Context: an optimization exercise on an open-source flow, tuned for small area, a short achievable clock period and few clock cycles. The choices shown serve that exercise and are no tape-out recipe. Where RTL was checked, it was by simulation tests only, not by an equivalence proof against the original. The RTL of runs 4 to 6 was laid out without a check of its function. Power is estimated from default activity; no workload was simulated.

==> flow/design.v <==
module soul_va (
    input  wire         clk,
    input  wire         rst,         
    input  wire         cmd_valid,
    output wire         cmd_ready,
    input  wire [127:0] cmd,
    output reg          rsp_valid,
    output wire [127:0] rsp
);
    localparam NV = 8;
    reg [15:0]   slot_ch   [0:NV-1];
    reg [31:0]   slot_note [0:NV-1];
    reg [NV-1:0] slot_zero_q;    
    reg [NV-1:0] slot_nan_q;     
    reg [NV-1:0] fresh_q;
    reg [NV-1:0] active_q;
    reg [NV*NV-1:0] older_q;     
    reg          in_v_q;
    reg  [2:0]   in_op_q;        
    reg  [15:0]  in_ch_q;
    reg  [31:0]  in_a_q;
    reg  [31:0]  in_b_q;
    reg          in_ch0_q;       
    reg          in_a0_q;        
    reg          stolen_q;       
    reg          ready_q;
    reg  [2:0]   rsp_kind_q;
    reg  [2:0]   rsp_port_q;
    reg  [15:0]  rsp_ch_q;
    reg  [31:0]  rsp_a_q;
    reg  [31:0]  rsp_b_q;
    reg  [NV-1:0] pend_q;
    assign cmd_ready = ready_q;
    assign rsp = {5'b10010, rsp_kind_q, 5'd0, rsp_port_q, rsp_ch_q, rsp_a_q, rsp_b_q, 32'd0};
    wire [7:0]  cmd_op  = cmd[127:120];
    wire [15:0] cmd_ch  = cmd[111:96];
    wire [31:0] cmd_a   = cmd[95:64];
    wire [31:0] cmd_b   = cmd[63:32];
    wire cmd_va     = (cmd_op[7:3] == 5'b00010) && (cmd_op[2:0] <= 3'd4);
    wire cmd_noteon = (cmd_op == 8'h10);
    wire is_on  = (in_op_q == 3'd0);
    wire is_off = (in_op_q == 3'd1);
    reg [NV-1:0] ch_eq, match, oldest;
    integer i, j;
    always @* begin
        for (i = 0; i < NV; i = i + 1) begin
            ch_eq[i] = fresh_q[i] ? in_ch0_q : (slot_ch[i] == in_ch_q);
            match[i] = ch_eq[i] &&
                       (fresh_q[i] ? in_a0_q
                                   : (!slot_nan_q[i] && (slot_note[i][30:0] == in_a_q[30:0]) &&
                                      (slot_zero_q[i] || (slot_note[i][31] == in_a_q[31]))));
            oldest[i] = 1'b1;
            for (j = 0; j < NV; j = j + 1) begin
                if (j > i) oldest[i] = oldest[i] & older_q[i*NV+j];
                if (j < i) oldest[i] = oldest[i] & !older_q[j*NV+i];
            end
        end
    end
    wire [NV-1:0] hits = is_off ? match : ch_eq;    
    wire          any_hit = |hits;
    wire [NV-1:0] hit_first = hits & (~hits + 1'b1);
    wire [NV-1:0] pend_first = pend_q & (~pend_q + 1'b1);
    function [2:0] enc8(input [NV-1:0] oh);
        enc8 = {|oh[7:4], oh[7] | oh[6] | oh[3] | oh[2], oh[7] | oh[5] | oh[3] | oh[1]};
    endfunction
    wire all_active = &active_q;
    wire rsp_free   = (pend_q == {NV{1'b0}});
    wire steal      = is_on && all_active && !stolen_q;    
    wire go_on   = in_v_q && is_on && rsp_free && !steal;
    wire go_hit  = in_v_q && !is_on && rsp_free && any_hit;
    wire consume = in_v_q && (is_on ? (rsp_free && !steal) : (rsp_free || !any_hit));
    wire load_steal = in_v_q && rsp_free && steal;
    wire load_rsp   = load_steal || go_on || go_hit;
    reg [15:0] vic_ch;
    reg [31:0] vic_note;
    always @* begin
        vic_ch   = 16'd0;
        vic_note = 32'd0;
        for (i = 0; i < NV; i = i + 1) begin
            vic_ch   = vic_ch   | ({16{oldest[i]}} & slot_ch[i]);
            vic_note = vic_note | ({32{oldest[i]}} & slot_note[i]);
        end
    end
    wire [NV-1:0] active_d = go_on  ? (active_q | oldest) :
                             (go_hit && is_off) ? (active_q & ~match) : active_q;
    wire [NV-1:0] pend_d   = load_rsp ? (go_hit ? (hits & ~hit_first) : {NV{1'b0}})
                                      : (pend_q & ~pend_first);
    wire take      = ready_q && cmd_valid;
    wire in_v_d    = take ? cmd_va : (in_v_q && !consume);
    wire in_on_d   = take ? cmd_noteon : is_on;
    wire stolen_d  = take ? 1'b0 : (load_steal ? 1'b1 : (go_on ? 1'b0 : stolen_q));
    wire ready_d   = !in_v_d || ((pend_d == {NV{1'b0}}) &&
                                 !(in_on_d && (&active_d) && !stolen_d));
    always @(posedge clk) begin
        if (ready_q) begin
            in_op_q  <= cmd_op[2:0];
            in_ch_q  <= cmd_ch;
            in_a_q   <= cmd_a;
            in_b_q   <= cmd_b;
            in_ch0_q <= (cmd_ch == 16'd0);
            in_a0_q  <= (cmd_a[30:0] == 31'd0);
        end
        if (rsp_free) begin
            rsp_ch_q <= steal ? vic_ch   : in_ch_q;
            rsp_a_q  <= steal ? vic_note : in_a_q;
            rsp_b_q  <= is_on && !steal ? in_b_q : 32'd0;
            rsp_kind_q <= steal ? 3'd1 : in_op_q;
        end
        rsp_port_q <= load_rsp ? (is_on ? enc8(oldest) : enc8(hit_first)) : enc8(pend_first);
        for (i = 0; i < NV; i = i + 1) begin
            if (go_on && oldest[i]) begin
                slot_ch[i]     <= in_ch_q;
                slot_note[i]   <= in_a_q;
                slot_zero_q[i] <= in_a0_q;
                slot_nan_q[i]  <= (&in_a_q[30:23]) && (|in_a_q[22:0]);
            end
        end
        if (rst) begin
            in_v_q    <= 1'b0;
            stolen_q  <= 1'b0;
            ready_q   <= 1'b1;
            rsp_valid <= 1'b0;
            pend_q    <= {NV{1'b0}};
            active_q  <= {NV{1'b0}};
            fresh_q   <= {NV{1'b1}};
            for (i = 0; i < NV; i = i + 1)
                for (j = 0; j < NV; j = j + 1)
                    older_q[i*NV+j] <= (i < j);
        end else begin
            in_v_q    <= in_v_d;
            stolen_q  <= stolen_d;
            ready_q   <= ready_d;
            rsp_valid <= load_rsp || !rsp_free;
            pend_q    <= pend_d;
            active_q  <= active_d;
            if (go_on)
                fresh_q <= fresh_q & ~oldest;
            for (i = 0; i < NV; i = i + 1)
                for (j = i + 1; j < NV; j = j + 1) begin
                    if (go_on) begin
                        if (oldest[i])      older_q[i*NV+j] <= 1'b0;
                        else if (oldest[j]) older_q[i*NV+j] <= 1'b1;
                    end else if (go_hit && is_off) begin
                        if (match[i] && match[j]) older_q[i*NV+j] <= 1'b1;
                        else if (match[i])        older_q[i*NV+j] <= active_q[j];
                        else if (match[j])        older_q[i*NV+j] <= !active_q[i];
                    end
                end
        end
    end
endmodule
==> flow/run.sh <==
#!/bin/bash
# synth_recipe.tcl (not shown) runs the flow's synth.tcl, then flattens the netlist and writes it again
# the make line also repeats each setting of config.mk as NAME=value (left out here)
make -C /OpenROAD-flow-scripts/flow DESIGN_CONFIG=/design/flow/config.mk WORK_HOME=/design/flow/orfs CLKGATE_MAP_FILE= SYNTH_SCRIPT=/design/flow/synth_recipe.tcl finish
==> flow/config.mk <==
export PLATFORM = sky130hd
export DESIGN_NAME = soul_va
export DESIGN_NICKNAME = soul_va
export VERILOG_FILES = /design/flow/design.v
export SDC_FILE = /design/flow/constraint.sdc
export NUM_CORES = 4
export LEC_CHECK = 0
export CAP_MARGIN = 20
export CORE_MARGIN = 2
export CORE_UTILIZATION = 40
export SLEW_MARGIN = 20
==> flow/constraint.sdc <==
create_clock -name core_clock -period 6.0 [get_ports {clk}]
set_input_delay 1.2000 -clock core_clock [delete_from_list [all_inputs] [get_ports {clk}]]
set_output_delay 1.2000 -clock core_clock [all_outputs]
set_load 0.01 [all_outputs]
==> summary.txt, run 1 <==
final wirelength=89500 um; RePlAce Congestion=0.909; critical path cell sequence=xnor2_1 -> nand4_1 -> nor4_1 -> a32oi_1 -> or2_2 -> a21oi_1 -> a21boi_0 -> a21oi_1 -> a21oi_1 -> a311o_1; dpl ws=1850 ps; clock skew=35.4 ps; Main synth FF type=edfxtp_1; synthesized cell area=0.0284 mm2; nets@finish=2391; MaxCap Viol Count=0; I/O Buffers=178; starting density of the core=0.405; crit path max fanout=18; fin crit share=0.729; Max-slew headroom=0.207; CP required=6540 ps; final setup fails=0; antenna fix cells=0; DP Wirelength=57900 um; via count=19300; Longest Clk Path Bufs=3; Post-synth EDFFs=568; DRT Pass-1 Iters=6; core box area=0.0701 mm2; H-tree Lvls=3; Num CTS Buffers=68; drt wl/cell=27.5 um; delay-heaviest family, CP=simple AND/OR/NAND/NOR gates; pwr dens=286 mW/mm2; WP buf/inv=0; row count=97; Crit path largest cell delay=820 ps; Post-CTS Resized=0; Total GRT Usage=0.239; Layout Area Growth over Synthesis=16.8%; kind of critical path=flip-flop to flip-flop; clock tree root buffer cell=clkbuf_16; fin worst setup slack=1630 ps; initial DRC count=2464; IO Pins=261; CP max stage cell=nor4_1; Simple-Gate Fraction of Synth Area=0.0829; Peak Freq=229 MHz; largest family of logic cells by synthesized area=XOR/XNOR gates; CP arrival=4910 ps; antenna violations before repair=0; Synth Area in XOR/XNOR=0.118; Via density=5.95; DRC viols=0; pin count of the biggest net entering global routing=59; Synth Area per Inst=13.4 um2; dpl cell area=0.0310 mm2; Post CTS Setup Buffer Count=0; Reg clk slew, reported paths=60 ps; fin area=0.0332 mm2; hold crit path type=flip-flop to flip-flop; setup_tns=0 ps; min Tclk post-route=4370 ps; crit end category=flip-flop; vias in the first global route=18800; RSZ-0062 raised after global routing=false; Final Util=0.473; measured slew at the worst slew-check pin=1190 ps; clock sinks=626; YS warnings=3; post-synth cell types=65; post-synthesis sequential area ratio=0.642; worst-skew pair later-pin latency=610 ps; count of hold-fix buffers inserted at cts=0; DIE AREA=0.0731 mm2; CTS tree=yes; mux cell area share after synthesis=0.00599; Mapped Cells=2119; DIE WIDTH=270 um; Die Ht=270 um; post-route ant nets=0; first-pass GRT wire length=130000 um; crit start category=flip-flop; crit-path most repeated cell=a21oi_1; Final Hold Fails=0; fin. max-slew vios=0; synthesized-area fraction occupied by adder cells=0.000705; post-synthesis register bit count=626; overall power=9.49 mW; share of layout cells above drive strength 1=0.0741; Max VDD drop=0.156 mV; run status=finished clean; gr ovfl total=0; asr flop ratio synth=0; Synth Area in Compound Gates=0.116; P_leak=10.8 nW
## final timing paths
check | start | slack (ps) | end | cells after the start
setup / recovery | in_a_q[0] | 1630 | older_q[13] | 10
hold reg to reg | older_q[4] | 500 | older_q[4] | 1
setup reg to reg | in_a_q[0] | 1630 | older_q[13] | 10
hold / removal | older_q[4] | 500 | older_q[4] | 1
## state kept, by name, summed over array words and instances, names as in the netlist, 3 cells and up
| signal | flops |
|---|---|
| in_op_q | 3 |
| rsp_ch_q | 16 |
| in_b_q | 32 |
| rsp_port_q | 3 |
| pend_q | 7 |
| fresh_q | 8 |
| slot_note | 256 |
| slot_zero_q | 8 |
| slot_nan_q | 8 |
| rsp_a_q | 32 |
| slot_ch | 128 |
| rsp_kind_q | 3 |
| rsp_b_q | 32 |
| in_ch_q | 16 |
| active_q | 8 |
| in_a_q | 32 |
| older_q | 28 |
## through the flow
step,instances,hold slack [ps]
final,3248,498
after global routing,3248,527
after CTS,3248,504
after detailed placement,3130,491
after global placement,3130,491
after floorplan,2159,450
## cells in the mapped netlist, types with 3 or more instances
cell type	count	area (um2)
edfxtp_1	568	17100
xnor2_1	323	2830
nor2_1	110	413
a221oi_1	97	850
a22o_1	96	841
nand4_1	91	569
clkbuf_1	90	338
a21oi_1	65	325
dfxtp_1	58	1160
xor2_1	58	508
nand2_1	54	203
o21ai_0	54	270
nor4_1	51	319
buf_2	50	250
a31oi_1	49	307
buf_4	42	315
and3_1	35	219
nor3_1	25	125
inv_1	22	82.6
mux2i_1	17	170
nand2b_1	17	106
nand3_1	11	55.1
a32oi_1	8	70.1
a211o_1	7	61.3
a21o_1	7	52.6
and2_1	7	43.8
o211ai_1	7	52.6
o21bai_1	7	52.6
or2_2	7	43.8
a211oi_1	6	45.0
and4_1	6	52.6
o31ai_1	6	45.0
nor2b_1	5	31.3
o21a_1	5	37.5
a21boi_0	4	30.0
a22oi_1	4	30.0
o22ai_1	4	25.0
nor3_2	3	30.0
or3_1	3	18.8
or4_1	3	22.5
## metal layers
metal / share of wire / routed length (um) / GRT usage
met1: 0.41 / 36800 / 0.331
met2: 0.46 / 40900 / 0.371
met3: 0.095 / 8540 / 0.0480
met4: 0.036 / 3220 / 0.0903
met5: 0 / 0 / 0
## kinds of logic after synthesis
| group | count (synthesis) |
|---|---|
| flops | 626 |
| compound gates | 446 |
| simple gates | 439 |
| xor+xnor | 381 |
| buf+inv | 206 |
| mux | 17 |
| fa+ha+maj | 2 |
| other cells | 2 |
## cells in the final DEF (no fill, tap or decap), types with 57 or more instances in the layout
master,synthesis,layout
nand4_1,91,91
xnor2_1,323,323
clkbuf_16,0,71
clkdlybuf4s50_1,0,177
edfxtp_1,568,568
a221oi_1,97,97
dfxtp_1,58,57
a22o_1,96,96
xor2_1,58,58
nor2_1,110,103
a21oi_1,65,65
## layout make-up
type                    count  area (um2)
repair buffers            215        2070
flip-flops and latches    626       18200
inverters                  22        83.8
multi-input cells        1327        9420
clock inverters            34         372
well taps                 940        1180
clock buffers              84        1830
fillers                  6218       37000
## where the power goes
group | switching [mW] | internal [mW]
combinational | 0.193 | 0.196
clock | 1.73 | 2.47
sequential | 0.105 | 4.80
Testbench counts, summed over its fixed seeds: cycles 31,612.
==> inputs of run 2 (changes only) <==
--- a/flow/config.mk
+++ b/flow/config.mk
@@ -5,7 +5,9 @@
 export SDC_FILE = /design/flow/constraint.sdc
 export NUM_CORES = 4
 export LEC_CHECK = 0
+export ABC_CLOCK_PERIOD_IN_PS = 2500
 export CAP_MARGIN = 20
 export CORE_MARGIN = 2
 export CORE_UTILIZATION = 40
+export SETUP_SLACK_MARGIN = 3.5
 export SLEW_MARGIN = 20
==> run 2 against run 1 <==
Compared with the run above:
- synthesized cell count is the same
- combinational power rose by 69%
- via count up 11%
- sequential cell count stayed put
- global-route usage grew 3.2 points
- sequential share of layout area down 6.9 points
- register-to-register slack better by 1300 ps
- die area did not move
- non-clock buffer count grew 281
- synthesized area unchanged
- clock power increased by 3%
- fmax rose by 43%
- critical path type unchanged
- largest cell class unchanged
- highest routed layer unchanged
==> summary.txt, run 2 <==
I/O Buffers=178 (unchanged); vias in the first global route=20700 (was 18800); kind of critical path=flip-flop to flip-flop (unchanged); pin count of the biggest net entering global routing=59 (unchanged); row count=97 (unchanged); Post-synth EDFFs=568 (unchanged); Via density=6.06 (was 5.95); biggest area consumer among synthesized cells=edfxtp_1 (unchanged); DIE AREA=0.0731 mm2 (unchanged); routed wl met3=12600 um (was 8540 um); Reg clk slew, reported paths=60 ps (about the same); Num CTS Buffers=69 (was 68); post-synthesis register bit count=626 (unchanged); IO Pins=261 (unchanged); clock skew=29.3 ps (was 35.4 ps); via count=21500 (was 19300); initial DRC count=3015 (was 2464); gr ovfl total=0 (unchanged); DIE WIDTH=270 um (unchanged); sequential share of power=0.492 (was 0.517); asr flop ratio synth=0 (unchanged); P_leak=13.5 nW (was 10.8 nW); Total GRT Usage=0.271 (was 0.239); Peak Freq=327 MHz (was 229 MHz); crit path max fanout=5 (was 18); Largest regs=slot_note (256), slot_ch (128) (unchanged); switch share=0.226 (was 0.214); final setup fails=0 (unchanged); Final Util=0.541 (was 0.473); most frequent cells in the layout=edfxtp_1 (568), xnor2_1 (262), buf_4 (228), a221oi_1 (97), a22o_1 (96) (was edfxtp_1 (568), xnor2_1 (323), clkdlybuf4s50_1 (177), nor2_1 (103), a221oi_1 (97)); run status=finished clean (unchanged); starting density of the core=0.405 (unchanged); core box area=0.0701 mm2 (unchanged); wire length on met2=47200 um (was 40900 um); drt wl/cell=29.3 um (was 27.5 um); uppermost layer routed=met4 (unchanged); MaxCap Viol Count=0 (unchanged); met1 WL=39800 um (was 36800 um); Synth area leaders=edfxtp_1 (60%), xnor2_1 (10%), dfxtp_1 (4.1%) (unchanged); RSZ-0062 raised after global routing=true (was false); post-synth cell types=65 (unchanged); YS warnings=3 (unchanged); hold crit path type=flip-flop to flip-flop (unchanged); clock tree root buffer cell=clkbuf_16 (unchanged); Max VDD drop=0.189 mV (was 0.156 mV); most frequent cells after synthesis=edfxtp_1 (568), xnor2_1 (323), nor2_1 (110) (unchanged); Final Hold Fails=0 (unchanged); min Tclk post-route=3060 ps (was 4370 ps); combinational share of power=0.067 (was 0.041); CP required=6510 ps (was 6540 ps); fin crit share=0.509 (was 0.729); most common cell after layout, fill and taps aside=edfxtp_1 (unchanged); measured slew at the worst slew-check pin=1190 ps (about the same); synthesized cell area=0.0284 mm2 (unchanged); Max-slew headroom=0.202 (was 0.207); DP Wirelength=57600 um (was 57900 um); NetSw=2.22 mW (was 2.03 mW); clock sinks=626 (unchanged); internal power=7.59 mW (was 7.46 mW); share of layout cells above drive strength 1=0.267 (was 0.0741); max FFs per register=256 (unchanged); Mapped Cells=2119 (unchanged); Die Ht=270 um (unchanged); Synth Area per Inst=13.4 um2 (unchanged); post-synthesis sequential area ratio=0.642 (unchanged); placed cell count=3125 (was 3130); Clock power frac=0.441 (was 0.442); # fillers=5790 (was 6218); DRT Pass-1 Iters=5 (was 6); crit start category=flip-flop (unchanged); final wirelength=104000 um (was 89500 um); antenna violations before repair=1 (was 0); largest reg by FF count=slot_note (unchanged); count of hold-fix buffers inserted at cts=0 (unchanged); CTS tree=yes (unchanged); setup_tns=0 ps (unchanged); most common cell in the netlist=edfxtp_1 (unchanged); top-area cell type share of the netlist area=0.601 (unchanged); fin. max-slew vios=0 (unchanged); Main synth FF type=edfxtp_1 (unchanged); CP arrival=3560 ps (was 4910 ps); first-pass GRT wire length=145000 um (was 130000 um); DRC viols=0 (unchanged); H-tree Lvls=3 (unchanged); post-route ant nets=0 (unchanged); pwr dens=258 mW/mm2 (was 286 mW/mm2); Layout Area Growth over Synthesis=33.7% (was 16.8%); worst-skew pair later-pin latency=640 ps (was 610 ps); nets@finish=2689 (was 2391); RePlAce Congestion=0.905 (was 0.909); Final Instance Count excl. Fillers=3556 (was 3248); Longest Clk Path Bufs=3 (unchanged); crit end category=flip-flop (unchanged)
run 2: cell types whose count changed in the layout (fill, tap and decap cells not counted), moves of 21 or more:
cell / change
o21ai_0: -29
dlygate4sd2_1: +31
buf_4: +192
clkdlybuf4s15_1: +53
clkdlybuf4s50_1: -96
xnor2_1: -61
nor4_1: -30
buf_6: +45
buf_12: +36
a21oi_1: -21
xnor2_2: +46
o21ai_1: +24
run 2: power groups by stage:
stage	Clock [mW]	Sequential [mW]	Combinational [mW]
after global placement	0	4.99	0.383
after detailed placement	0	5.00	0.381
after global routing	4.54	4.82	0.683
after floorplan	0	4.94	0.246
after CTS	4.36	4.82	0.604
final	4.33	4.82	0.658
run 2: critical path: stages (launching register included):
cell     delay, ps
dfxtp_1        450
nor4_4         630
nand3_1        460
nor2_4         250
nor2_1          90
or4_4          560
nor3_4         150
a21oi_2         90
a41o_1         250
run 2: per-layer routing:
| metal | global-route usage | vias to the layer above |
|---|---|---|
| met5 | 0 | - |
| met4 | 0.116 | 0 |
| met3 | 0.0647 | 272 |
| met2 | 0.422 | 1563 |
| met1 | 0.363 | 10700 |
| li1 | - | 9004 |
run 2: final cells by class:
class	count	area [um2]	area share
diodes	1	2.50	0.0000659
inverters	22	92.6	0.00244
flip-flops and latches	626	18200	0.481
clock inverters	44	468	0.0123
clock buffers	84	1800	0.0475
multi-input cells	1343	11300	0.298
repair buffers	496	4870	0.128
well taps	940	1180	0.0310
run 2: final timing paths:
path,start,end,slack [ps],cells past startpoint
worst max register to register,older_q[14],ready_q,2940,8
worst min-delay path,pend_q[1],pend_q[2],530,2
worst max-delay path,older_q[14],ready_q,2940,8
worst min register to register,pend_q[1],pend_q[2],530,2
run 2: kinds of logic after synthesis:
family | after synthesis | share of synthesized area
muxes | 17 | 0.00599
DFF | 626 | 0.642
and+or+nand+nor | 439 | 0.0829
xor gates and xnor gates | 381 | 0.118
adders and majority gates | 2 | 0.000705
other | 2 | 0.000265
AOI/OAI and AO/OA | 446 | 0.116
buffers and inverters | 206 | 0.0353
run 2: what timing repair did:
action,in CTS,in global routing
setup buffers,237,41
pin swaps,101,90
cloned,16,8
resized for setup,424,132
endpoints found under the setup margin,640,398
run 2: per-stage QoR:
stage	hold WS, ps	instance area (um2)	worst slack (ps)	total power, mW
2_1_floorplan	450	28800	1880	5.18
3_3_place_gp	480	31000	1840	5.38
3_5_place_dp	477	31000	1760	5.38
4_1_cts	532	36900	2950	9.79
5_1_grt	555	37900	2890	10.0
6_report	531	37900	2940	9.81
==> inputs of run 3 (changes only) <==
==> flow/config.mk (replaced) <==
export PLATFORM = sky130hd
export DESIGN_NAME = soul_va
export DESIGN_NICKNAME = soul_va
export VERILOG_FILES = /design/flow/design.v
export SDC_FILE = /design/flow/constraint.sdc
export NUM_CORES = 4
export LEC_CHECK = 0
export ABC_CLOCK_PERIOD_IN_PS = 1800
export CAP_MARGIN = 20
export CORE_MARGIN = 2
export CORE_UTILIZATION = 40
export SETUP_SLACK_MARGIN = 4.2
export SLEW_MARGIN = 20
==> run 3 against run 2 <==
Compared with the run above:
- still clean on timing, DRC and antenna
- sequential power about the same
- fmax down 7.5%
- clock-buffer cell count up 3
- clock skew up 6.2 ps
- sequential share of layout area down 5.3 points
- cell area up 13%
- final cell count up 4.9%
- die area unchanged
- hold slack worse by 34 ps
- non-clock buffer count up 168
- core utilization up 6.8 points
- global-route usage up 1.8 points
- critical path type unchanged
==> summary.txt, run 3 <==
gr ovfl total=0 (unchanged); reg-to-reg critical path startpoint=in_a_q[0] (was older_q[14]); CP arrival=3820 ps (was 3560 ps); P_leak=15.3 nW (was 13.5 nW); final setup fails=0 (unchanged); clock skew=35.4 ps (was 29.3 ps); antenna violations before repair=6 (was 1); Peak Freq=303 MHz (was 327 MHz); Die Ht=270 um (unchanged); most common cell in the netlist=edfxtp_1 (unchanged); pwr dens=231 mW/mm2 (was 258 mW/mm2); H-tree Lvls=3 (unchanged); biggest area consumer among synthesized cells=edfxtp_1 (unchanged); Synth Area per Inst=13.4 um2 (unchanged); Post-synth EDFFs=568 (unchanged); via count=24500 (was 21500); fin area=0.0427 mm2 (was 0.0379 mm2); DRC viols=0 (unchanged); Mapped Cells=2119 (unchanged); DRT Pass-1 Iters=6 (was 5); I/O Buffers=178 (unchanged); fin crit share=0.550 (was 0.509); fin. max-slew vios=0 (unchanged); first-pass GRT wire length=153000 um (was 145000 um); Num CTS Buffers=69 (unchanged); DP Wirelength=57500 um (was 57600 um); DIE WIDTH=270 um (unchanged); clock tree root buffer cell=clkbuf_16 (unchanged); HP Start=in_ch_q[10] (was pend_q[1]); clock sinks=626 (unchanged); most common cell after layout, fill and taps aside=edfxtp_1 (unchanged); initial DRC count=4322 (was 3015); Seq. cell area=0.0183 mm2 (was 0.0182 mm2); DIE AREA=0.0731 mm2 (unchanged); post-route ant nets=0 (unchanged); YS warnings=3 (unchanged); synthesized cell area=0.0284 mm2 (unchanged); Max-slew headroom=0.216 (was 0.202); core box area=0.0701 mm2 (unchanged); Max VDD drop=0.215 mV (was 0.189 mV); Crit path largest cell delay=560 ps (was 630 ps); measured slew at the worst slew-check pin=1180 ps (was 1190 ps); Reg clk slew, reported paths=60 ps (about the same); IO Pins=261 (unchanged); placed cell count=3123 (was 3125); Total GRT Usage=0.289 (was 0.271); Simple-Gate Fraction of Synth Area=0.0829 (unchanged); share of layout cells above drive strength 1=0.413 (was 0.267); post-synthesis register bit count=626 (unchanged); R2R Setup Slk=2700 ps (was 2940 ps); Final Hold Fails=0 (unchanged); post-synth cell types=65 (unchanged); nets@finish=2863 (was 2689); CTS tree=yes (unchanged); starting density of the core=0.405 (unchanged); dpl cell area=0.0312 mm2 (was 0.0310 mm2); critical path cell sequence=buf_6 -> buf_12 -> xnor2_1 -> nand4_1 -> nor4_4 -> a32oi_2 -> a21oi_2 -> nor2_4 -> nand4_1 -> buf_4 -> a21oi_2 -> o32a_1 -> a41o_1 (was nor4_4 -> nand3_1 -> nor2_4 -> nor2_1 -> or4_4 -> nor3_4 -> a21oi_2 -> a41o_1); most frequent cells in the layout=edfxtp_1 (568), xnor2_1 (240), buf_4 (217), buf_6 (108), clkbuf_16 (106) (was edfxtp_1 (568), xnor2_1 (262), buf_4 (228), a221oi_1 (97), a22o_1 (96)); Longest Clk Path Bufs=3 (unchanged); row count=97 (unchanged); synthesized-area fraction occupied by adder cells=0.000705 (unchanged); min Tclk post-route=3300 ps (was 3060 ps); crit start category=flip-flop (unchanged); # fillers=4977 (was 5790); setup_tns=0 ps (unchanged); area of the multi-input gates=0.0131 mm2 (was 0.0113 mm2); crit path max fanout=10 (was 5); hold crit path type=flip-flop to flip-flop (unchanged); count of hold-fix buffers inserted at cts=0 (unchanged); Synth Area in Compound Gates=0.116 (unchanged); top-area cell type share of the netlist area=0.601 (unchanged); kind of critical path=flip-flop to flip-flop (unchanged); Layout Area Growth over Synthesis=50.4% (was 33.7%); most frequent cells after synthesis=edfxtp_1 (568), xnor2_1 (323), nor2_1 (110) (unchanged); Final Instance Count excl. Fillers=3731 (was 3556); CP required=6520 ps (was 6510 ps); worst hold margin=497 ps (was 531 ps); mux cell area share after synthesis=0.00599 (unchanged); RSZ-0062 raised after global routing=true (unchanged); Largest regs=slot_note (256), slot_ch (128) (unchanged); largest family of logic cells by synthesized area=XOR/XNOR gates (unchanged); Via density=6.57 (was 6.06); Main synth FF type=edfxtp_1 (unchanged); run status=finished clean (unchanged); worst-skew pair later-pin latency=640 ps (about the same); post-synthesis sequential area ratio=0.642 (unchanged); largest reg by FF count=slot_note (unchanged); asr flop ratio synth=0 (unchanged); Synth area leaders=edfxtp_1 (60%), xnor2_1 (10%), dfxtp_1 (4.1%) (unchanged); Synth Area in XOR/XNOR=0.118 (unchanged); CP max stage cell=nor4_4 (unchanged); CP Launch Point=in_a_q[0] (was older_q[14]); MaxCap Viol Count=0 (unchanged); pin count of the biggest net entering global routing=67 (was 59); crit end category=flip-flop (unchanged); vias in the first global route=21300 (was 20700); RePlAce Congestion=0.926 (was 0.905); final wirelength=129000 um (was 104000 um); max FFs per register=256 (unchanged); drt wl/cell=34.5 um (was 29.3 um)
run 3: metrics by stage:
stage,power (mW),utilization,worst slack [ps]
after floorplan,5.21,-,1880
after global placement,5.38,0.445,1960
after detailed placement,5.39,0.445,1860
after CTS,9.74,0.549,3000
after global routing,10.0,0.609,2700
final,9.86,0.609,2700
run 3: kinds of logic after synthesis:
logic type,count (synthesis)
buffers and inverters,206
AND/OR/NAND/NOR,439
multiplexers,17
adder cells (fa/ha/maj),2
other,2
XOR/XNOR,381
AO/OA/AOI/OAI,446
flip-flops,626
run 3: layout make-up:
type                       count  share of cell area
antenna                        7            0.000410
clock buffer                  87              0.0437
clock inverter                36             0.00861
inverter                      22             0.00223
multi-input combinational   1348               0.306
sequential                   626               0.428
tap                          940              0.0275
timing repair buffer         664               0.183
timing repair inverter         1            0.000176
run 3: metal layers:
layer / part of all wire / global-route usage
met2: 0.42 / 0.440
met4: 0.084 / 0.143
met3: 0.16 / 0.0680
met5: 0.00012 / 0
met1: 0.34 / 0.388
run 3: critical path, delay by kind of cell (launching register included):
family | cells | cell delay (ps)
AO/OA/AOI/OAI | 5 | 1060
XOR/XNOR | 1 | 180
buffers and inverters | 3 | 480
flip-flops | 1 | 390
AND/OR/NAND/NOR | 4 | 1060
run 3: where the power goes:
part	total [mW]	internal, mW	leakage (nW)	switching, mW
clock	4.32	2.47	1.09	1.84
combinational	0.723	0.339	8.37	0.384
sequential	4.82	4.79	5.88	0.0257
run 3: timing repair:
action / 4_1_cts / 5_1_grt
cloned: 40 / 58
setup endpoints to repair: 747 / 747
pin swaps: 171 / 160
setup buffers: 289 / 91
gates resized for setup: 837 / 467
run 3: worst paths after layout:
path | end | depth (start not counted)
max | ready_q | 13
min | slot_ch[0][10] | 0
max reg2reg | ready_q | 13
min reg2reg | slot_ch[0][10] | 0
==> inputs of run 4 (changes only) <==
--- a/flow/design.v
+++ b/flow/design.v
@@ -57,20 +57,41 @@
         end
     end
     wire [NV-1:0] hits = is_off ? match : ch_eq;    
-    wire          any_hit = |hits;
-    wire [NV-1:0] hit_first = hits & (~hits + 1'b1);
-    wire [NV-1:0] pend_first = pend_q & (~pend_q + 1'b1);
+    wire          any_hit  = |hits;
+    wire          any_match = |match;
+    function many8(input [NV-1:0] x);    
+        reg seen;
+        integer n;
+        begin
+            seen  = 1'b0;
+            many8 = 1'b0;
+            for (n = 0; n < NV; n = n + 1) begin
+                many8 = many8 | (seen & x[n]);
+                seen  = seen | x[n];
+            end
+        end
+    endfunction
+    function [2:0] pe8(input [NV-1:0] x);
+        pe8 = x[0] ? 3'd0 : x[1] ? 3'd1 : x[2] ? 3'd2 : x[3] ? 3'd3 :
+              x[4] ? 3'd4 : x[5] ? 3'd5 : x[6] ? 3'd6 : 3'd7;
+    endfunction
     function [2:0] enc8(input [NV-1:0] oh);
         enc8 = {|oh[7:4], oh[7] | oh[6] | oh[3] | oh[2], oh[7] | oh[5] | oh[3] | oh[1]};
     endfunction
+    wire [NV-1:0] hits_rest = hits & ~(hits & (~hits + 1'b1));
+    wire [NV-1:0] pend_rest = pend_q & ~(pend_q & (~pend_q + 1'b1));
+    wire hits_many = many8(hits);
+    wire pend_many = many8(pend_q);
     wire all_active = &active_q;
+    wire one_free   = (active_q == 8'b01111111) || (active_q == 8'b10111111) ||
+                      (active_q == 8'b11011111) || (active_q == 8'b11101111) ||
+                      (active_q == 8'b11110111) || (active_q == 8'b11111011) ||
+                      (active_q == 8'b11111101) || (active_q == 8'b11111110);
     wire rsp_free   = (pend_q == {NV{1'b0}});
     wire steal      = is_on && all_active && !stolen_q;    
-    wire go_on   = in_v_q && is_on && rsp_free && !steal;
-    wire go_hit  = in_v_q && !is_on && rsp_free && any_hit;
-    wire consume = in_v_q && (is_on ? (rsp_free && !steal) : (rsp_free || !any_hit));
+    wire go_on      = in_v_q && is_on && rsp_free && !steal;    
+    wire go_off     = in_v_q && is_off && rsp_free;              
     wire load_steal = in_v_q && rsp_free && steal;
-    wire load_rsp   = load_steal || go_on || go_hit;
     reg [15:0] vic_ch;
     reg [31:0] vic_note;
     always @* begin
@@ -81,16 +102,17 @@
             vic_note = vic_note | ({32{oldest[i]}} & slot_note[i]);
         end
     end
-    wire [NV-1:0] active_d = go_on  ? (active_q | oldest) :
-                             (go_hit && is_off) ? (active_q & ~match) : active_q;
-    wire [NV-1:0] pend_d   = load_rsp ? (go_hit ? (hits & ~hit_first) : {NV{1'b0}})
-                                      : (pend_q & ~pend_first);
-    wire take      = ready_q && cmd_valid;
-    wire in_v_d    = take ? cmd_va : (in_v_q && !consume);
-    wire in_on_d   = take ? cmd_noteon : is_on;
-    wire stolen_d  = take ? 1'b0 : (load_steal ? 1'b1 : (go_on ? 1'b0 : stolen_q));
-    wire ready_d   = !in_v_d || ((pend_d == {NV{1'b0}}) &&
-                                 !(in_on_d && (&active_d) && !stolen_d));
+    wire take     = ready_q && cmd_valid;
+    wire consume  = is_on ? (rsp_free && !steal) : (rsp_free || !any_hit);
+    wire in_v_d   = take ? cmd_va : (in_v_q && !consume);
+    wire stolen_d = !take && (load_steal || (stolen_q && !go_on));
+    wire pend_d0  = rsp_free ? (!in_v_q || is_on || !hits_many) : !pend_many;    
+    wire all_act_d = go_on ? (all_active || one_free) :
+                     go_off ? (all_active && !any_match) : all_active;
+    wire ready_d  = take ? (!cmd_va || (pend_d0 && !(cmd_noteon && all_act_d)))
+                         : (!in_v_q || consume ||
+                            (is_on ? (load_steal || (pend_d0 && !(all_active && !stolen_q)))
+                                   : pend_d0));
     always @(posedge clk) begin
         if (ready_q) begin
             in_op_q  <= cmd_op[2:0];
@@ -106,7 +128,7 @@
             rsp_b_q  <= is_on && !steal ? in_b_q : 32'd0;
             rsp_kind_q <= steal ? 3'd1 : in_op_q;
         end
-        rsp_port_q <= load_rsp ? (is_on ? enc8(oldest) : enc8(hit_first)) : enc8(pend_first);
+        rsp_port_q <= rsp_free ? (is_on ? enc8(oldest) : pe8(hits)) : pe8(pend_q);
         for (i = 0; i < NV; i = i + 1) begin
             if (go_on && oldest[i]) begin
                 slot_ch[i]     <= in_ch_q;
@@ -130,9 +152,12 @@
             in_v_q    <= in_v_d;
             stolen_q  <= stolen_d;
             ready_q   <= ready_d;
-            rsp_valid <= load_rsp || !rsp_free;
-            pend_q    <= pend_d;
-            active_q  <= active_d;
+            rsp_valid <= !rsp_free || (in_v_q && (is_on || any_hit));
+            pend_q    <= rsp_free ? ({NV{in_v_q && !is_on}} & hits_rest) : pend_rest;
+            if (go_on)
+                active_q <= active_q | oldest;
+            else if (go_off)
+                active_q <= active_q & ~match;
             if (go_on)
                 fresh_q <= fresh_q & ~oldest;
             for (i = 0; i < NV; i = i + 1)
@@ -140,7 +165,7 @@
                     if (go_on) begin
                         if (oldest[i])      older_q[i*NV+j] <= 1'b0;
                         else if (oldest[j]) older_q[i*NV+j] <= 1'b1;
-                    end else if (go_hit && is_off) begin
+                    end else if (go_off) begin
                         if (match[i] && match[j]) older_q[i*NV+j] <= 1'b1;
                         else if (match[i])        older_q[i*NV+j] <= active_q[j];
                         else if (match[j])        older_q[i*NV+j] <= !active_q[i];
==> flow/config.mk (replaced) <==
export PLATFORM = sky130hd
export DESIGN_NAME = soul_va
export DESIGN_NICKNAME = soul_va
export VERILOG_FILES = /design/flow/design.v
export SDC_FILE = /design/flow/constraint.sdc
export NUM_CORES = 4
export LEC_CHECK = 0
export ABC_CLOCK_PERIOD_IN_PS = 2500
export CAP_MARGIN = 20
export CORE_MARGIN = 2
export CORE_UTILIZATION = 40
export SETUP_SLACK_MARGIN = 3.5
export SLEW_MARGIN = 20
==> run 4 against run 3 <==
Compared with the run above:
- critical path depth down 2
- wire length decreased by 13%
- still clean
- total power is 0.10% lower
- sequential power barely moved
- sequential share of layout area rose by 1.9 points
- core utilization shrank 2.5 points
- hold slack better by 8.3 ps
==> summary.txt, run 4 <==
hold crit path type=flip-flop to flip-flop (unchanged); biggest area consumer among synthesized cells=edfxtp_1 (unchanged); Final Hold Fails=0 (unchanged); DP Wirelength=58400 um (was 57500 um); clock sinks=626 (unchanged); row count=97 (unchanged); synthesized cell area=0.0283 mm2 (was 0.0284 mm2); Via density=6.23 (was 6.57); reg2reg end=older_q[47] (was ready_q); MaxCap Viol Count=0 (unchanged); Largest regs=slot_note (256), slot_ch (128) (unchanged); I/O Buffers=178 (unchanged); FF-to-FF path depth=11 (was 13); antenna violations before repair=2 (was 6); critical path cell sequence=buf_6 -> buf_4 -> xnor2_2 -> nand4_1 -> nor4_4 -> a32oi_2 -> nor2_4 -> inv_1 -> a31oi_1 -> o22ai_1 -> o21ai_1 (was buf_6 -> buf_12 -> xnor2_1 -> nand4_1 -> nor4_4 -> a32oi_2 -> a21oi_2 -> nor2_4 -> nand4_1 -> buf_4 -> a21oi_2 -> o32a_1 -> a41o_1); setup_tns=0 ps (unchanged); post-route ant nets=0 (unchanged); CP required=6530 ps (was 6520 ps); antenna fix cells=0 (was 7); CP max stage cell=nor4_4 (unchanged); Post-synth EDFFs=568 (unchanged); Crit path largest cell delay=430 ps (was 560 ps); count of hold-fix buffers inserted at cts=0 (unchanged); CP arrival=3710 ps (was 3820 ps); P_leak=14.3 nW (was 15.3 nW); kind of critical path=flip-flop to flip-flop (unchanged); Hold Path Sink=rsp_b_q[9] (was slot_ch[0][10]); Peak Freq=314 MHz (was 303 MHz); most common cell after layout, fill and taps aside=edfxtp_1 (unchanged); clock tree root buffer cell=clkbuf_16 (unchanged); most frequent cells in the layout=edfxtp_1 (568), xnor2_1 (290), buf_4 (206), buf_12 (103), a22o_1 (97) (was edfxtp_1 (568), xnor2_1 (240), buf_4 (217), buf_6 (108), clkbuf_16 (106)); most frequent cells after synthesis=edfxtp_1 (568), xnor2_1 (376), a221oi_1 (97), a22o_1 (97) (was edfxtp_1 (568), xnor2_1 (323), nor2_1 (110)); gr ovfl total=0 (unchanged); R2R Setup Slk=2820 ps (was 2700 ps); DRC viols=0 (unchanged); CTS tree=yes (unchanged); Synth area leaders=edfxtp_1 (60%), xnor2_1 (12%), dfxtp_1 (4.1%) (was edfxtp_1 (60%), xnor2_1 (10%), dfxtp_1 (4.1%)); Final Util=0.583 (was 0.609); vias in the first global route=21200 (was 21300); Synth Area per Inst=13.6 um2 (was 13.4 um2); fin crit share=0.531 (was 0.550); final wirelength=112000 um (was 129000 um); crit path max fanout=6 (was 10); Total GRT Usage=0.287 (was 0.289); post-synthesis register bit count=626 (unchanged); first-pass GRT wire length=152000 um (was 153000 um); reg-to-reg critical path startpoint=in_a_q[26] (was in_a_q[0]); Mapped Cells=2076 (was 2119); H-tree Lvls=3 (unchanged); crit end category=flip-flop (unchanged); most common cell in the netlist=edfxtp_1 (unchanged); HP Start=in_b_q[9] (was in_ch_q[10]); asr flop ratio synth=0 (unchanged); DIE AREA=0.0728 mm2 (was 0.0731 mm2); largest reg by FF count=slot_note (unchanged); fin. max-slew vios=0 (unchanged); post-synthesis sequential area ratio=0.645 (was 0.642); max FFs per register=256 (unchanged); min Tclk post-route=3180 ps (was 3300 ps); IO Pins=261 (unchanged); share of layout cells above drive strength 1=0.303 (was 0.413); Max-slew headroom=0.379 (was 0.216); Num CTS Buffers=68 (was 69); starting density of the core=0.403 (was 0.405); nets@finish=2764 (was 2863); DIE WIDTH=270 um (about the same); Max VDD drop=0.253 mV (was 0.215 mV); Reg clk slew, reported paths=60 ps (about the same); Longest Clk Path Bufs=3 (unchanged); fin worst setup slack=2820 ps (was 2700 ps); RSZ-0062 raised after global routing=true (unchanged); core box area=0.0700 mm2 (was 0.0701 mm2); dpl ws=1830 ps (was 1860 ps); Main synth FF type=edfxtp_1 (unchanged); RePlAce Congestion=0.920 (was 0.926); worst-skew pair later-pin latency=630 ps (was 640 ps); YS warnings=3 (unchanged); measured slew at the worst slew-check pin=931 ps (was 1180 ps); hold depth=1 (was 0); Layout Area Growth over Synthesis=44.6% (was 50.4%); clock skew=33.0 ps (was 35.4 ps); pin count of the biggest net entering global routing=54 (was 67); final setup fails=0 (unchanged); initial DRC count=3745 (was 4322); pwr dens=241 mW/mm2 (was 231 mW/mm2); crit start category=flip-flop (unchanged); drt wl/cell=30.8 um (was 34.5 um); top-area cell type share of the netlist area=0.604 (was 0.601); via count=22600 (was 24500); post-synth cell types=70 (was 65); DRT Pass-1 Iters=8 (was 6); Die Ht=270 um (about the same); run status=finished clean (unchanged)
## run 4: critical path: cells and delay by family, from the launching register on
kind / cells / cell delay, ps
buffers and inverters: 3 / 470
DFF: 1 / 380
and+or+nand+nor: 3 / 1060
AOI/OAI and AO/OA: 4 / 920
xor gates and xnor gates: 1 / 240
## run 4: cell families after synthesis
| logic type | count (synthesis) | share of synthesized area |
|---|---|---|
| flops | 626 | 0.645 |
| compound gates | 447 | 0.118 |
| simple gates | 393 | 0.0750 |
| xor+xnor | 384 | 0.119 |
| buf+inv | 204 | 0.0359 |
| mux | 17 | 0.00602 |
| fa+ha+maj | 3 | 0.00106 |
| other cells | 2 | 0.000266 |
## run 4: repair_timing
item | CTS | global route
resized for setup | 500 | 182
gates cloned | 45 | 14
endpoints found under the setup margin | 594 | 510
pin swaps | 88 | 72
setup buffers | 294 | 54
## run 4: worst max path at each step
| stage | from | to | slack (ps) |
|---|---|---|---|
| finish | in_a_q[26] | older_q[47] | 2820 |
| global placement | pend_q[3] | slot_note[5][12] | 1840 |
| global route | in_a_q[24] | older_q[55] | 2820 |
| detailed placement | pend_q[3] | active_q[4] | 1830 |
| CTS | in_a_q[16] | ready_q | 3150 |
| floorplan | pend_q[3] | older_q[13] | 1980 |
## run 4: metrics by stage
step	hold slack [ps]	total power, mW	instance area [um2]	instances
floorplan	452	5.18	28600	2116
global placement	482	5.38	31000	3095
detailed placement	487	5.39	31000	3096
CTS	495	9.81	39200	3555
global route	525	10.1	40900	3623
finish	505	9.85	40900	3623
## run 4: area by class of cell
cell class | instances | area, um2
Clock buffer | 79 | 1810
Clock inverter | 41 | 453
Fill cell | 5144 | 29200
Inverter | 22 | 130
Multi-Input combinational cell | 1293 | 11400
Sequential cell | 626 | 18200
Tap cell | 940 | 1180
Timing Repair Buffer | 616 | 7600
Timing Repair inverter | 6 | 71.3
## run 4: report_power, final
part           total, mW  internal (mW)  leakage (nW)  switching [mW]
sequential          4.82           4.80          5.91          0.0265
clock               4.37           2.55          1.11            1.82
combinational      0.657          0.317          7.24           0.341
total               9.85           7.66          14.3            2.19
## run 4: layer usage
| metal | global-route usage | wire, um | vias to the layer above | share of wire |
|---|---|---|---|---|
| met3 | 0.0685 | 15300 | 405 | 0.14 |
| met4 | 0.131 | 6440 | 2 | 0.058 |
| met5 | 0 | 13 | - | 0.00012 |
| met2 | 0.439 | 49700 | 1905 | 0.45 |
| met1 | 0.388 | 40100 | 11100 | 0.36 |
| li1 | - | - | 9130 | - |
==> inputs of run 5 (changes only) <==
--- a/flow/design.v
+++ b/flow/design.v
@@ -10,8 +10,6 @@
     localparam NV = 8;
     reg [15:0]   slot_ch   [0:NV-1];
     reg [31:0]   slot_note [0:NV-1];
-    reg [NV-1:0] slot_zero_q;    
-    reg [NV-1:0] slot_nan_q;     
     reg [NV-1:0] fresh_q;
     reg [NV-1:0] active_q;
     reg [NV*NV-1:0] older_q;     
@@ -20,8 +18,7 @@
     reg  [15:0]  in_ch_q;
     reg  [31:0]  in_a_q;
     reg  [31:0]  in_b_q;
-    reg          in_ch0_q;       
-    reg          in_a0_q;        
+    reg  [NV-1:0] hits_q;        
     reg          stolen_q;       
     reg          ready_q;
     reg  [2:0]   rsp_kind_q;
@@ -38,17 +35,16 @@
     wire [31:0] cmd_b   = cmd[63:32];
     wire cmd_va     = (cmd_op[7:3] == 5'b00010) && (cmd_op[2:0] <= 3'd4);
     wire cmd_noteon = (cmd_op == 8'h10);
+    wire cmd_noteoff = (cmd_op == 8'h11);
+    wire cmd_ch0    = (cmd_ch == 16'd0);
+    wire cmd_a0     = (cmd_a[30:0] == 31'd0);
+    wire cmd_nan    = (&cmd_a[30:23]) && (|cmd_a[22:0]);
     wire is_on  = (in_op_q == 3'd0);
     wire is_off = (in_op_q == 3'd1);
-    reg [NV-1:0] ch_eq, match, oldest;
+    reg [NV-1:0] oldest;
     integer i, j;
     always @* begin
         for (i = 0; i < NV; i = i + 1) begin
-            ch_eq[i] = fresh_q[i] ? in_ch0_q : (slot_ch[i] == in_ch_q);
-            match[i] = ch_eq[i] &&
-                       (fresh_q[i] ? in_a0_q
-                                   : (!slot_nan_q[i] && (slot_note[i][30:0] == in_a_q[30:0]) &&
-                                      (slot_zero_q[i] || (slot_note[i][31] == in_a_q[31]))));
             oldest[i] = 1'b1;
             for (j = 0; j < NV; j = j + 1) begin
                 if (j > i) oldest[i] = oldest[i] & older_q[i*NV+j];
@@ -56,7 +52,8 @@
             end
         end
     end
-    wire [NV-1:0] hits = is_off ? match : ch_eq;    
+    wire [NV-1:0] hits = hits_q;
+    wire [NV-1:0] match = hits_q;      
     wire          any_hit  = |hits;
     wire          any_match = |match;
     function many8(input [NV-1:0] x);    
@@ -102,6 +99,26 @@
             vic_note = vic_note | ({32{oldest[i]}} & slot_note[i]);
         end
     end
+    wire fwd_ch_eq = (cmd_ch == in_ch_q);
+    wire fwd_a_eq  = !cmd_nan && (cmd_a[30:0] == in_a_q[30:0]) && (cmd_a0 || (cmd_a[31] == in_a_q[31]));
+    reg [NV-1:0] cmd_hits;
+    reg          c_eq, a_eq;
+    always @* begin
+        for (i = 0; i < NV; i = i + 1) begin
+            if (go_on && oldest[i]) begin
+                c_eq = fwd_ch_eq;
+                a_eq = fwd_a_eq;
+            end else if (fresh_q[i]) begin
+                c_eq = cmd_ch0;
+                a_eq = cmd_a0;
+            end else begin
+                c_eq = (cmd_ch == slot_ch[i]);
+                a_eq = !cmd_nan && (cmd_a[30:0] == slot_note[i][30:0]) &&
+                       (cmd_a0 || (cmd_a[31] == slot_note[i][31]));
+            end
+            cmd_hits[i] = c_eq && (a_eq || !cmd_noteoff);
+        end
+    end
     wire take     = ready_q && cmd_valid;
     wire consume  = is_on ? (rsp_free && !steal) : (rsp_free || !any_hit);
     wire in_v_d   = take ? cmd_va : (in_v_q && !consume);
@@ -119,8 +136,7 @@
             in_ch_q  <= cmd_ch;
             in_a_q   <= cmd_a;
             in_b_q   <= cmd_b;
-            in_ch0_q <= (cmd_ch == 16'd0);
-            in_a0_q  <= (cmd_a[30:0] == 31'd0);
+            hits_q   <= cmd_hits;
         end
         if (rsp_free) begin
             rsp_ch_q <= steal ? vic_ch   : in_ch_q;
@@ -133,8 +149,6 @@
             if (go_on && oldest[i]) begin
                 slot_ch[i]     <= in_ch_q;
                 slot_note[i]   <= in_a_q;
-                slot_zero_q[i] <= in_a0_q;
-                slot_nan_q[i]  <= (&in_a_q[30:23]) && (|in_a_q[22:0]);
             end
         end
         if (rst) begin
==> run 5 against run 4 <==
Compared with the run above:
- wire length decreased by 7.4%
- die area rose by 0.88%
- cell area shrank 9.7%
- via count down 6.3%
- hold slack improved by 3.2 ps
- first-iteration DRC count down 16%
- clock skew is 4.8 ps lower
- sequential cell count decreased by 10
- largest power group unchanged
==> summary.txt, run 5 <==
post-synth cell types=65 (was 70); crit start category=primary input (was flip-flop); Via density=6.12 (was 6.23); Longest Clk Path Bufs=3 (unchanged); Main synth FF type=edfxtp_1 (unchanged); kind of critical path=primary input to flip-flop (was flip-flop to flip-flop); setup_tns=0 ps (unchanged); Layout Area Growth over Synthesis=29.5% (was 44.6%); combinational share of power=0.053 (was 0.067); vias in the first global route=20000 (was 21200); Final Util=0.525 (was 0.583); worst hold margin=508 ps (was 505 ps); RePlAce Congestion=1.03 (was 0.920); final wirelength=103000 um (was 112000 um); most common cell after layout, fill and taps aside=edfxtp_1 (unchanged); Clock power frac=0.448 (was 0.444); CP arrival=3360 ps (was 3710 ps); row count=97 (unchanged); CTS tree=yes (unchanged); synthesized cell area=0.0285 mm2 (was 0.0283 mm2); hold crit path type=flip-flop to flip-flop (unchanged); Peak Freq=345 MHz (was 314 MHz); reg-to-reg critical path startpoint=active_q[4] (was in_a_q[26]); IO Pins=261 (unchanged); I/O Buffers=178 (unchanged); placed cell count=3147 (was 3096); min Tclk post-route=2900 ps (was 3180 ps); via count=21200 (was 22600); RSZ-0062 raised after global routing=true (unchanged); DIE AREA=0.0734 mm2 (was 0.0728 mm2); post-synthesis register bit count=616 (was 626); P_leak=12.3 nW (was 14.3 nW); NetSw=2.15 mW (was 2.19 mW); clock tree root buffer cell=clkbuf_16 (unchanged); YS warnings=3 (unchanged); asr flop ratio synth=0 (unchanged); pin count of the biggest net entering global routing=72 (was 54); measured slew at the worst slew-check pin=1110 ps (was 931 ps); # fillers=5770 (was 5144); Mapped Cells=2137 (was 2076); initial DRC count=3130 (was 3745); MaxCap Viol Count=0 (unchanged); pwr dens=260 mW/mm2 (was 241 mW/mm2); biggest area consumer among synthesized cells=edfxtp_1 (unchanged); Post-synth EDFFs=558 (was 568); count of hold-fix buffers inserted at cts=0 (unchanged); Die Ht=271 um (was 270 um); largest reg by FF count=slot_note (unchanged); fin crit share=0.483 (was 0.531); max FFs per register=256 (unchanged); DRT Pass-1 Iters=6 (was 8); clock sinks=616 (was 626); gr ovfl total=0 (unchanged); most frequent cells in the layout=edfxtp_1 (558), xnor2_1 (373), a221oi_1 (98) (was edfxtp_1 (568), xnor2_1 (290), buf_4 (206), buf_12 (103), a22o_1 (97)); Worst Setup EP=hits_q[5] (was older_q[47]); crit path max fanout=11 (was 6); Num CTS Buffers=69 (was 68); FF-to-FF path depth=12 (was 11); Final Instance Count excl. Fillers=3460 (was 3623); antenna violations before repair=2 (unchanged); Synth Area per Inst=13.3 um2 (was 13.6 um2); clock skew=28.2 ps (was 33.0 ps); CP required=6460 ps (was 6530 ps); crit end category=flip-flop (unchanged); share of layout cells above drive strength 1=0.217 (was 0.303); run status=finished clean (unchanged); DIE WIDTH=271 um (was 270 um); nets@finish=2597 (was 2764); worst-skew pair later-pin latency=620 ps (was 630 ps); H-tree Lvls=3 (unchanged); Max-slew headroom=0.259 (was 0.379); drt wl/cell=29.9 um (was 30.8 um); DP Wirelength=61000 um (was 58400 um); Reg clk slew, reported paths=60 ps (about the same); most common cell in the netlist=edfxtp_1 (unchanged); post-route ant nets=0 (unchanged); hold depth=2 (was 1); sequential share of power=0.499 (was 0.490); most frequent cells after synthesis=edfxtp_1 (558), xnor2_1 (401), clkbuf_1 (106) (was edfxtp_1 (568), xnor2_1 (376), a221oi_1 (97), a22o_1 (97)); final setup fails=0 (unchanged); switch share=0.224 (was 0.222); post-synthesis sequential area ratio=0.629 (was 0.645); starting density of the core=0.406 (was 0.403); Largest regs=slot_note (256), slot_ch (128) (unchanged); fin. max-slew vios=0 (unchanged); DRC viols=0 (unchanged); first-pass GRT wire length=144000 um (was 152000 um); Synth area leaders=edfxtp_1 (59%), xnor2_1 (12%), dfxtp_1 (4.1%) (was edfxtp_1 (60%), xnor2_1 (12%), dfxtp_1 (4.1%)); core box area=0.0703 mm2 (was 0.0700 mm2); internal power=7.45 mW (was 7.66 mW); Total GRT Usage=0.267 (was 0.287); CP Launch Point=cmd[78] (was in_a_q[26]); reg2reg end=hits_q[5] (was older_q[47]); top-area cell type share of the netlist area=0.588 (was 0.604); Final Hold Fails=0 (unchanged); R2R Setup Slk=3290 ps (was 2820 ps); HP Start=active_q[3] (was in_b_q[9]); Max VDD drop=0.164 mV (was 0.253 mV)
==> run 5: cell types whose count changed after synthesis, sizes merged, moves of 22 or more <==
cell / previous run / this run
xnor2: 376 / 401
xor2: 8 / 31
clkbuf: 82 / 106
o21ai: 63 / 85
nand3: 8 / 32
nor3: 32 / 8
==> run 5: cell type report <==
class / count / area (um2) / share of cell area
inverters: 13 / 82.6 / 0.00224
clock inverters: 41 / 380 / 0.0103
well taps: 940 / 1180 / 0.0319
diodes: 1 / 2.50 / 0.0000678
clock buffers: 83 / 1890 / 0.0513
repair buffers: 398 / 4560 / 0.124
multi-input cells: 1363 / 10800 / 0.293
flip-flops and latches: 616 / 17900 / 0.486
repair inverters: 5 / 37.5 / 0.00102
==> run 5: power by group through the flow <==
stage,sequential [mW],clock [mW],combinational (mW)
3_5_place_dp,4.88,0,0.484
4_1_cts,4.79,4.34,0.483
3_3_place_gp,4.87,0,0.489
2_1_floorplan,4.87,0,0.285
6_report,4.78,4.30,0.510
5_1_grt,4.79,4.52,0.532
==> run 5: worst min path at each step <==
| stage | endpoint | slack [ps] |
|---|---|---|
| after floorplan | older_q[55] | 450 |
| after global placement | active_q[3] | 470 |
| after detailed placement | active_q[3] | 490 |
| after CTS | active_q[3] | 500 |
| after global routing | active_q[3] | 530 |
| final | active_q[3] | 510 |
==> run 5: what timing repair did <==
action / in CTS / in global routing
pin swaps: 41 / 34
resized for setup: 566 / 153
gates cloned: 26 / 10
setup endpoints to repair: 633 / 412
setup buffers: 99 / 53
==> run 5: logic make-up after synthesis <==
| group | after synthesis | synth area share |
|---|---|---|
| flops | 616 | 0.629 |
| compound gates | 443 | 0.116 |
| xor+xnor | 432 | 0.133 |
| simple gates | 427 | 0.0815 |
| buf+inv | 200 | 0.0348 |
| mux | 15 | 0.00531 |
| fa+ha+maj | 2 | 0.000702 |
| other cells | 2 | 0.000263 |
==> run 5: stage by stage <==
stage | setup slack [ps] | cell area, um2 | power [mW]
after detailed placement | 1590 | 31200 | 5.36
after CTS | 3250 | 35700 | 9.61
after floorplan | 2990 | 29000 | 5.15
after global placement | 1620 | 31200 | 5.36
final | 3100 | 36900 | 9.59
after global routing | 3150 | 36900 | 9.84
==> run 5: metal layers <==
metal,part of all wire,global-route usage,vias to the layer above
met5,0,0,-
met4,0.046,0.109,0
met3,0.12,0.0677,277
met2,0.45,0.410,1520
met1,0.39,0.360,10500
li1,-,-,8825
==> run 5: critical path, stage by stage <==
cell,delay (ps)
buf_2,390
xnor2_2,220
nand4_1,270
nor4_1,530
a311oi_1,210
or3_4,410
o21ai_1,110
==> inputs of run 6 (changes only) <==
--- a/flow/config.mk
+++ b/flow/config.mk
@@ -8,6 +8,9 @@
 export ABC_CLOCK_PERIOD_IN_PS = 2500
 export CAP_MARGIN = 20
 export CORE_MARGIN = 2
-export CORE_UTILIZATION = 40
-export SETUP_SLACK_MARGIN = 3.5
+export CORE_UTILIZATION = 55
+export CTS_BUF_LIST = sky130_fd_sc_hd__clkbuf_8
+export CTS_CLUSTER_SIZE = 30
+export SETUP_SLACK_MARGIN = 3.8
 export SLEW_MARGIN = 20
+export TNS_END_PERCENT = 5
==> run 6 against run 5 <==
Compared with the run above:
- fmax grew 8.5%
- setup slack improved by 230 ps
- synthesized area is the same
- hold slack barely moved
- clock-buffer cell count is 25 higher
- die area is 27% lower
- global-route usage up 9.9 points
- combinational power up 1%
- critical path type unchanged
==> summary.txt, run 6 <==
run status=finished clean (unchanged); via count=21600 (was 21200); crit path max fanout=11 (unchanged); drt wl/cell=33.1 um (was 29.9 um); gr ovfl total=0 (unchanged); Main synth FF type=edfxtp_1 (unchanged); fin. max-slew vios=0 (unchanged); pwr dens=246 mW/mm2 (was 260 mW/mm2); Num CTS Buffers=100 (was 69); fin area=0.0355 mm2 (was 0.0369 mm2); measured slew at the worst slew-check pin=1060 ps (was 1110 ps); dpl ws=1390 ps (was 1590 ps); WP buf/inv=1 (unchanged); biggest area consumer among synthesized cells=edfxtp_1 (unchanged); CP required=6540 ps (was 6460 ps); Die Ht=232 um (was 271 um); Final Hold Fails=0 (unchanged); Synth area leaders=edfxtp_1 (59%), xnor2_1 (12%), dfxtp_1 (4.1%) (unchanged); antenna violations before repair=2 (unchanged); Crit path largest cell delay=440 ps (was 530 ps); most common cell after layout, fill and taps aside=edfxtp_1 (unchanged); Longest Clk Path Bufs=3 (unchanged); setup_tns=0 ps (unchanged); I/O Buffers=178 (unchanged); crit end category=flip-flop (unchanged); post-synthesis sequential area ratio=0.629 (unchanged); crit-path most repeated cell=nand2_1; top-area cell type share of the netlist area=0.588 (unchanged); worst hold margin=508 ps (about the same); max FFs per register=256 (unchanged); clock sinks=616 (unchanged); kind of critical path=primary input to flip-flop (unchanged); CP max stage cell=nor4_1 (unchanged); hold depth=2 (unchanged); Mapped Cells=2137 (unchanged); share of layout cells above drive strength 1=0.202 (was 0.217); most common cell in the netlist=edfxtp_1 (unchanged); Post-synth EDFFs=558 (unchanged); most frequent cells after synthesis=edfxtp_1 (558), xnor2_1 (401), clkbuf_1 (106) (unchanged); Max-slew headroom=0.292 (was 0.259); HP Start=older_q[6] (was active_q[3]); Reg clk slew, reported paths=60 ps (about the same); nets@finish=2575 (was 2597); final wirelength=106000 um (was 103000 um); initial DRC count=3208 (was 3130); Peak Freq=374 MHz (was 345 MHz); starting density of the core=0.556 (was 0.406); DIE WIDTH=232 um (was 271 um); final setup fails=0 (unchanged); clock tree root buffer cell=clkbuf_8 (was clkbuf_16); largest reg by FF count=slot_note (unchanged); pin count of the biggest net entering global routing=101 (was 72); DRT Pass-1 Iters=6 (unchanged); core box area=0.0513 mm2 (was 0.0703 mm2); Via density=6.74 (was 6.12); Total GRT Usage=0.366 (was 0.267); row count=83 (was 97); RePlAce Congestion=1.00 (was 1.03); RSZ-0062 raised after global routing=true (unchanged); asr flop ratio synth=0 (unchanged); worst-skew pair later-pin latency=730 ps (was 620 ps); P_leak=12.0 nW (was 12.3 nW); R2R Setup Slk=3360 ps (was 3290 ps); dpl cell area=0.0307 mm2 (was 0.0312 mm2); delay-heaviest family, CP=simple AND/OR/NAND/NOR gates (unchanged); Max VDD drop=0.178 mV (was 0.164 mV); hold crit path type=flip-flop to flip-flop (unchanged); post-synth cell types=65 (unchanged); DP Wirelength=60300 um (was 61000 um); CP arrival=3210 ps (was 3360 ps); IO Pins=261 (unchanged); vias in the first global route=19400 (was 20000); fin crit share=0.445 (was 0.483); fin worst setup slack=3330 ps (was 3100 ps); first-pass GRT wire length=140000 um (was 144000 um); min Tclk post-route=2670 ps (was 2900 ps); Hold Path Sink=older_q[6] (was active_q[3]); crit start category=primary input (unchanged); Largest regs=slot_note (256), slot_ch (128) (unchanged); Layout Area Growth over Synthesis=24.4% (was 29.5%); DRC viols=0 (unchanged); reg2reg end=slot_note[4][13] (was hits_q[5]); Synth Area per Inst=13.3 um2 (unchanged); MaxCap Viol Count=0 (unchanged); reg-to-reg critical path startpoint=pend_q[6] (was active_q[4]); FF-to-FF path depth=8 (was 12); YS warnings=3 (unchanged); post-route ant nets=0 (unchanged); # fillers=3650 (was 5770); most frequent cells in the layout=edfxtp_1 (558), xnor2_1 (370), clkbuf_8 (108), nor2_1 (98) (was edfxtp_1 (558), xnor2_1 (373), a221oi_1 (98)); post-synthesis register bit count=616 (unchanged); DIE AREA=0.0537 mm2 (was 0.0734 mm2); critical path cell sequence=buf_2 -> xnor2_1 -> nand4_1 -> nor4_1 -> o2111ai_1 -> nand2_1 -> nand2_1 -> o21ai_1 (was buf_2 -> xnor2_2 -> nand4_1 -> nor4_1 -> a311oi_1 -> or3_4 -> o21ai_1); synthesized cell area=0.0285 mm2 (unchanged); H-tree Lvls=3 (unchanged); clock skew=53.7 ps (was 28.2 ps); CTS tree=yes (unchanged); count of hold-fix buffers inserted at cts=0 (unchanged)
run 6: cell count changes in the layout (fill, tap and decap cells not counted), moves of 8 or more:
| cell | change |
|---|---|
| buf_16 | -8 |
| buf_6 | -21 |
| clkbuf_16 | -69 |
| clkbuf_4 | -11 |
| clkbuf_8 | +105 |
| clkdlybuf4s15_1 | -23 |
| clkinv_1 | +23 |
| dlygate4sd2_1 | +21 |
| inv_1 | +25 |
| o21ai_1 | +8 |
run 6: worst max-delay path by stage:
stage	from	end	slack (ps)	depth (start not counted)
after floorplan	cmd[85]	hits_q[3]	2990	9
after global placement	cmd[86]	hits_q[5]	1400	8
after detailed placement	cmd[86]	hits_q[0]	1390	8
after CTS	cmd[64]	hits_q[4]	3360	9
after global routing	hits_q[1]	ready_q	3270	7
final	cmd[81]	hits_q[0]	3330	8
run 6: layer usage:
| layer | track usage | wire [um] |
|---|---|---|
| met1 | 0.513 | 39500 |
| met4 | 0.135 | 5180 |
| met3 | 0.101 | 14800 |
| met2 | 0.546 | 46500 |
| met5 | 0 | 0 |
run 6: kinds of logic (layout without fill, tap and decap cells):
logic type,count (synthesis),after routing,synth area share
DFF,616,616,0.629
AOI/OAI and AO/OA,443,443,0.116
xor gates and xnor gates,432,432,0.133
and+or+nand+nor,427,429,0.0815
buffers and inverters,200,545,0.0348
muxes,15,15,0.00531
adders and majority gates,2,2,0.000702
other,2,44,0.000263
run 6: report_power, final:
part           internal (mW)  total (mW)  switching [mW]
sequential              4.72        4.79          0.0621
combinational          0.209       0.516           0.307
clock                   1.70        3.42            1.73
total                   6.63        8.73            2.09
run 6: cell type report:
type,count,area [um2],area share
diodes,2,5.00,0.000141
clock buffers,108,1490,0.0419
clock inverters,74,339,0.00956
inverters,13,95.1,0.00268
multi-input cells,1363,10900,0.307
flip-flops and latches,616,17900,0.506
well taps,680,851,0.0240
repair buffers,343,3810,0.108
repair inverters,7,53.8,0.00152
run 6: per-stage QoR:
stage          total power [mW]   util  cells
6_report                   8.73  0.691   3206
5_1_grt                    8.95  0.691   3205
4_1_cts                    8.73  0.665   3134
3_5_place_dp               5.36  0.599   2880
3_3_place_gp               5.36  0.599   2880
2_1_floorplan              5.14      -   2177
run 6: repair_timing:
| action | in CTS | in global routing |
|---|---|---|
| resized for setup | 514 | 188 |
| cloned | 16 | 19 |
| pin swaps | 32 | 47 |
| setup endpoints to repair | 680 | 705 |
| setup buffers | 56 | 51 |
run 6: worst register-to-register path: stages, from the launching register on:
cell	delay, ps
dfxtp_4	350
or4_4	540
nor4_4	300
and2_4	290
buf_4	180
nand2_8	100
clkinvlp_4	220
buf_12	130
buf_12	200

==> re-timing with driven ports <==
No port has a modelled driver above. Below, the same layouts with a new extraction and two added sets of constraints.
Step 1 assumes that a clkbuf_16 drives the clock port and a buf_2 every other input.
Step 2 moves the port delays by t, midway between the first and last clock arrival at a register: inputs arrive t later, outputs are due t later. That takes back most of the time a late clock gives input paths.
Slacks: ideal / step 1 / step 2; pairs: ideal / step 1.
run | shift t [ns] | slack for setup (ns) | slew at the worst register clock pin (ns) | worst data-port slew with drivers (ns)
run 1 | 0.655 | 1.626 / 1.626 / 1.626 | 0.07 / 0.07 | 0.05
run 2 | 0.687 | 2.944 / 2.944 / 2.338 | 0.07 / 0.07 | 0.06
run 3 | 0.681 | 2.697 / 2.697 / 2.286 | 0.07 / 0.07 | 0.05
run 4 | 0.682 | 2.816 / 2.816 / 2.816 | 0.07 / 0.07 | 0.09
run 5 | 0.671 | 3.102 / 3.139 / 2.468 | 0.07 / 0.07 | 0.16
run 6 | 0.767 | 3.328 / 3.300 / 2.533 | 0.07 / 0.07 | 0.14
After both steps every run listed still meets setup and hold. The setup slack of run 6, which loses most, moves by -0.028 ns with the drivers and by -0.795 ns with both steps.
